This is an optimization exercise on Yosys and OpenROAD, whose aim is small area, a short achievable clock period and few clock cycles, not a production implementation. RTL that was checked went through simulation tests only; none was proved equivalent to the original. No activity file was given, so power comes from the tool's default toggle rates.

v30:
==> module bsb_fenc, before the edit <==
module bsb_fenc (
    input  wire        clk,
    input  wire        rst,
    input  wire        go,
    input  wire [3:0]  p1,      
    input  wire [2:0]  g_in,    
    input  wire        pz,      
    input  wire        neg,
    input  wire [32:0] m0,
    input  wire [31:0] mag,
    input  wire [15:0] d,
    input  wire [31:0] den,
    output wire        idle,
    output wire        fin,     
    output wire        ovf,
    output wire [15:0] q16
);
    localparam F_IDLE = 3'd0, F_MUL = 3'd1, F_NORM = 3'd2, F_DIV = 3'd3, F_RND = 3'd4;
    reg [2:0]  st;
    reg [3:0]  cnt;
    reg        first;
    reg        sgn;
    reg [47:0] x;       
    reg         b_neg, b_two, b_one;
    wire [33:0] dext   = {17'd0, d, 1'b0};
    wire [3:0]  cnt_nx = cnt - 4'd1;
    wire [2:0]  grp_nx = dext[{cnt_nx, 1'b0} +: 3];
    wire [32:0] mm    = b_two ? {mag, 1'b0} : (b_one ? {1'b0, mag} : 33'd0);
    wire [47:0] addend = {15'd0, mm} ^ {48{b_neg}};
    wire [47:0] x_mul = {x[45:0], 2'b00} + addend + {47'd0, b_neg};
    function [5:0] bitlen32;
        input [31:0] v;
        integer k;
        begin
            bitlen32 = 6'd0;
            for (k = 0; k < 32; k = k + 1)
                if (v[k]) bitlen32 = k + 1;
        end
    endfunction
    wire [5:0]  bl_a = bitlen32(mag);
    wire [5:0]  bl_b = bitlen32({16'd0, d});
    wire [5:0]  bl_c = bitlen32(den);
    wire [6:0]  bl_ab = {1'b0, bl_a} + {1'b0, bl_b};
    wire        e_ovf = (bl_ab >= {1'b0, bl_c} + 7'd18);    
    wire        e_q0  = (bl_ab + 7'd2 <= {1'b0, bl_c});     
    reg         e_ovf_r, e_q0_r, second;
    wire        efin  = (st == F_MUL) && second && (e_ovf_r || e_q0_r);
    wire        big  = (x[47:16] >= den);                        
    wire        lt0  = (x[47:32] == 16'd0) && (x[31:0] < den);   
    wire        lt8  = (x[47:40] == 8'd0) && (x[39:8] < den);    
    wire [32:0] sa   = {x[47:16], x[15] & (st != F_RND)};
    wire [33:0] ta   = {1'b0, sa} - {2'b00, den};
    wire        qa   = ~ta[33];
    wire [31:0] ra   = qa ? ta[31:0] : sa[31:0];
    wire [15:0] qt   = x[15:0];
    wire        half = qa;
    wire        tie  = ({x[47:16], 1'b0} == {1'b0, den});
    wire        up   = half & (~tie | qt[0]);
    wire        ovf_p = qt[15] | ((&qt[14:0]) & up);
    wire        ovf_n = qt[15] & ((|qt[14:0]) | up);
    wire [15:0] qs   = qt ^ {16{sgn}};
    wire [15:0] qs1  = qs + 16'd1;
    wire [15:0] q_r  = (up ^ sgn) ? qs1 : qs;
    wire        nfin = (st == F_NORM) && big;
    assign idle = (st == F_IDLE);
    assign fin  = efin || nfin || (st == F_RND);
    assign ovf  = (st == F_MUL) ? e_ovf_r : (st == F_NORM) ? big : (sgn ? ovf_n : ovf_p);
    assign q16  = (st == F_MUL) ? 16'd0 : q_r;
    always @(posedge clk) begin
        case (st)
            F_MUL:   x <= x_mul;
            F_NORM:  x <= lt0 ? {x[31:0], 16'd0} : lt8 ? {x[39:0], 8'd0} : {ra, x[14:0], qa};
            F_DIV:   x <= {ra, x[14:0], qa};
            default: x <= {15'd0, m0};
        endcase
        if (rst) begin
            st  <= F_IDLE;
        end else begin
            case (st)
                F_IDLE: begin
                    first <= 1'b1;
                    second <= 1'b0;
                    b_neg <= g_in[2] & ~(g_in[1] & g_in[0]);
                    b_two <= (g_in == 3'b011) || (g_in == 3'b100);
                    b_one <= g_in[1] ^ g_in[0];
                    if (go) begin
                        cnt <= p1;
                        sgn <= neg;
                        st  <= pz ? F_NORM : F_MUL;
                    end
                end
                F_MUL: begin
                    first   <= 1'b0;
                    second  <= first;
                    e_ovf_r <= e_ovf;
                    e_q0_r  <= e_q0;
                    b_neg <= grp_nx[2] & ~(grp_nx[1] & grp_nx[0]);
                    b_two <= (grp_nx == 3'b011) || (grp_nx == 3'b100);
                    b_one <= grp_nx[1] ^ grp_nx[0];
                    cnt <= cnt_nx;
                    if (efin)            st <= F_IDLE;
                    else if (cnt == 4'd0) st <= F_NORM;
                end
                F_NORM: begin
                    cnt <= lt8 ? 4'd7 : 4'd14;
                    st  <= nfin ? F_IDLE : lt0 ? F_RND : F_DIV;
                end
                F_DIV: begin
                    cnt <= cnt - 4'd1;
                    if (cnt == 4'd0) st <= F_RND;
                end
                default: st <= F_IDLE;
            endcase
        end
    end
endmodule
clock: 10.0 ns
lec_check: 0
cap_margin: 20
core_margin: 2
core_utilization: 40
setup_slack_margin: 5
slew_margin: 20
standard.sh (not shown) runs the stock make flow with config.mk's settings and CLKGATE_MAP_FILE= SYNTH_SCRIPT=/design/flow/synth_recipe.tcl, a recipe that flattens the netlist after the stock synthesis.
==> flow/flow/run.sh <==
#!/bin/bash
# The standard layout, with the port buffers made of the smallest buffer cell
# (sky130_fd_sc_hd__buf_1) instead of the one buffer_ports picks by default.
set -euo pipefail
bash standard.sh "BUFFER_PORTS_ARGS=-buffer_cell sky130_fd_sc_hd__buf_1" finish > standard_flow.log 2>&1
Relative to v30, the following input files were edited for v25:
--- a/flow/design.v
+++ b/flow/design.v
@@ -75,8 +75,9 @@
     wire        efin  = (st == F_MUL) && second && (e_ovf_r || e_q0_r);
     wire        big  = (x[47:16] >= den);                        
     wire        lt0  = (x[47:32] == 16'd0) && (x[31:0] < den);   
     wire        lt8  = (x[47:40] == 8'd0) && (x[39:8] < den);    
+    wire        den1 = (den == 32'd1);                           
     wire [32:0] sa   = {x[47:16], x[15] & (st != F_RND)};
     wire [33:0] ta   = {1'b0, sa} - {2'b00, den};
     wire        qa   = ~ta[33];
     wire [31:0] ra   = qa ? ta[31:0] : sa[31:0];
@@ -96,9 +97,11 @@
     assign q16  = (st == F_MUL) ? 16'd0 : q_r;
     always @(posedge clk) begin
         case (st)
             F_MUL:   x <= x_mul;
-            F_NORM:  x <= lt0 ? {x[31:0], 16'd0} : lt8 ? {x[39:0], 8'd0} : {ra, x[14:0], qa};
+            F_NORM:  x <= lt0    ? {x[31:0], 16'd0} :
+                        den1   ? {32'd0, x[15:0]} :
+                        lt8    ? {x[39:0], 8'd0}  : {ra, x[14:0], qa};
             F_DIV:   x <= {ra, x[14:0], qa};
             default: x <= {15'd0, m0};
         endcase
         if (rst) begin
@@ -130,9 +133,9 @@
                     else if (cnt == 4'd0) st <= F_NORM;
                 end
                 F_NORM: begin
                     cnt <= lt8 ? 4'd7 : 4'd14;
-                    st  <= nfin ? F_IDLE : lt0 ? F_RND : F_DIV;
+                    st  <= nfin ? F_IDLE : (lt0 || den1) ? F_RND : F_DIV;
                 end
                 F_DIV: begin
                     cnt <= cnt - 4'd1;
                     if (cnt == 4'd0) st <= F_RND;
### Flow results
v25 vs. v30: total met3 wirelength after detailed routing increased 1700 um; non-clock buffer count increased 0.73%; logic gate share of total power increased 11 points. Fraction of synthesis flops using an asynchronous set or reset pin came out exactly the same in v25 and v30. v25 vs v30: count of clock-buffer cells in the layout up. Diff v25 and v30: worst setup timing slack at the placement stage higher in v30. Of v25 and v30, it is v25 that has the higher area of the multi-input gates. Wire: v25 routes more than v30. v25 ended up with met1 as its global-route layer with the greatest usage; v30 ended up with met2. The final reports for v25 and v30 show clock network power share lower in the former. Die area (v25 over v30): increase, 1.6%. v25 vs v30 on worst hold slack: v25 is the higher one. Post-synthesis xor/xnor area fraction came out lower on v25 than on v30. | global routing met3 resource utilization | higher: v25 |. Looking at synthesized cell count, v25 sits above v30. The critical path class comes out primary input to register in one run and register to register in the other, namely in v30 and v25 respectively.
Testbench counts of v25, summed over its fixed seeds: cycles 37,804.
Only the layout flow was run in v30; the RTL was not checked for function there.

separate check: timing with driven ports:
How much do the figures lean on ideal ports? The routed layouts below were timed once more, with nothing changed but the port constraints. Step 1 assumes that a clkbuf_16 drives the clock port and a buf_2 every other input. Step 2 also shifts input and output timing later by t, the mid clock arrival at the registers, as if the neighbouring blocks saw the same clock. Slacks: ideal ports / drivers / drivers and shift; pairs: ideal ports / drivers.
run	shift t [ns]	setup WS [ns]	clock arrival spread, ns
v30	0.581	5.094 / 5.133 / 4.562	0.022 / 0.021
v25	0.591	5.053 / 5.053 / 4.516	0.029 / 0.028
After both steps setup and hold are still met in every run listed. For v25, which loses most, drivers alone change the setup slack by 0.000 ns; drivers and shift together by -0.537 ns.
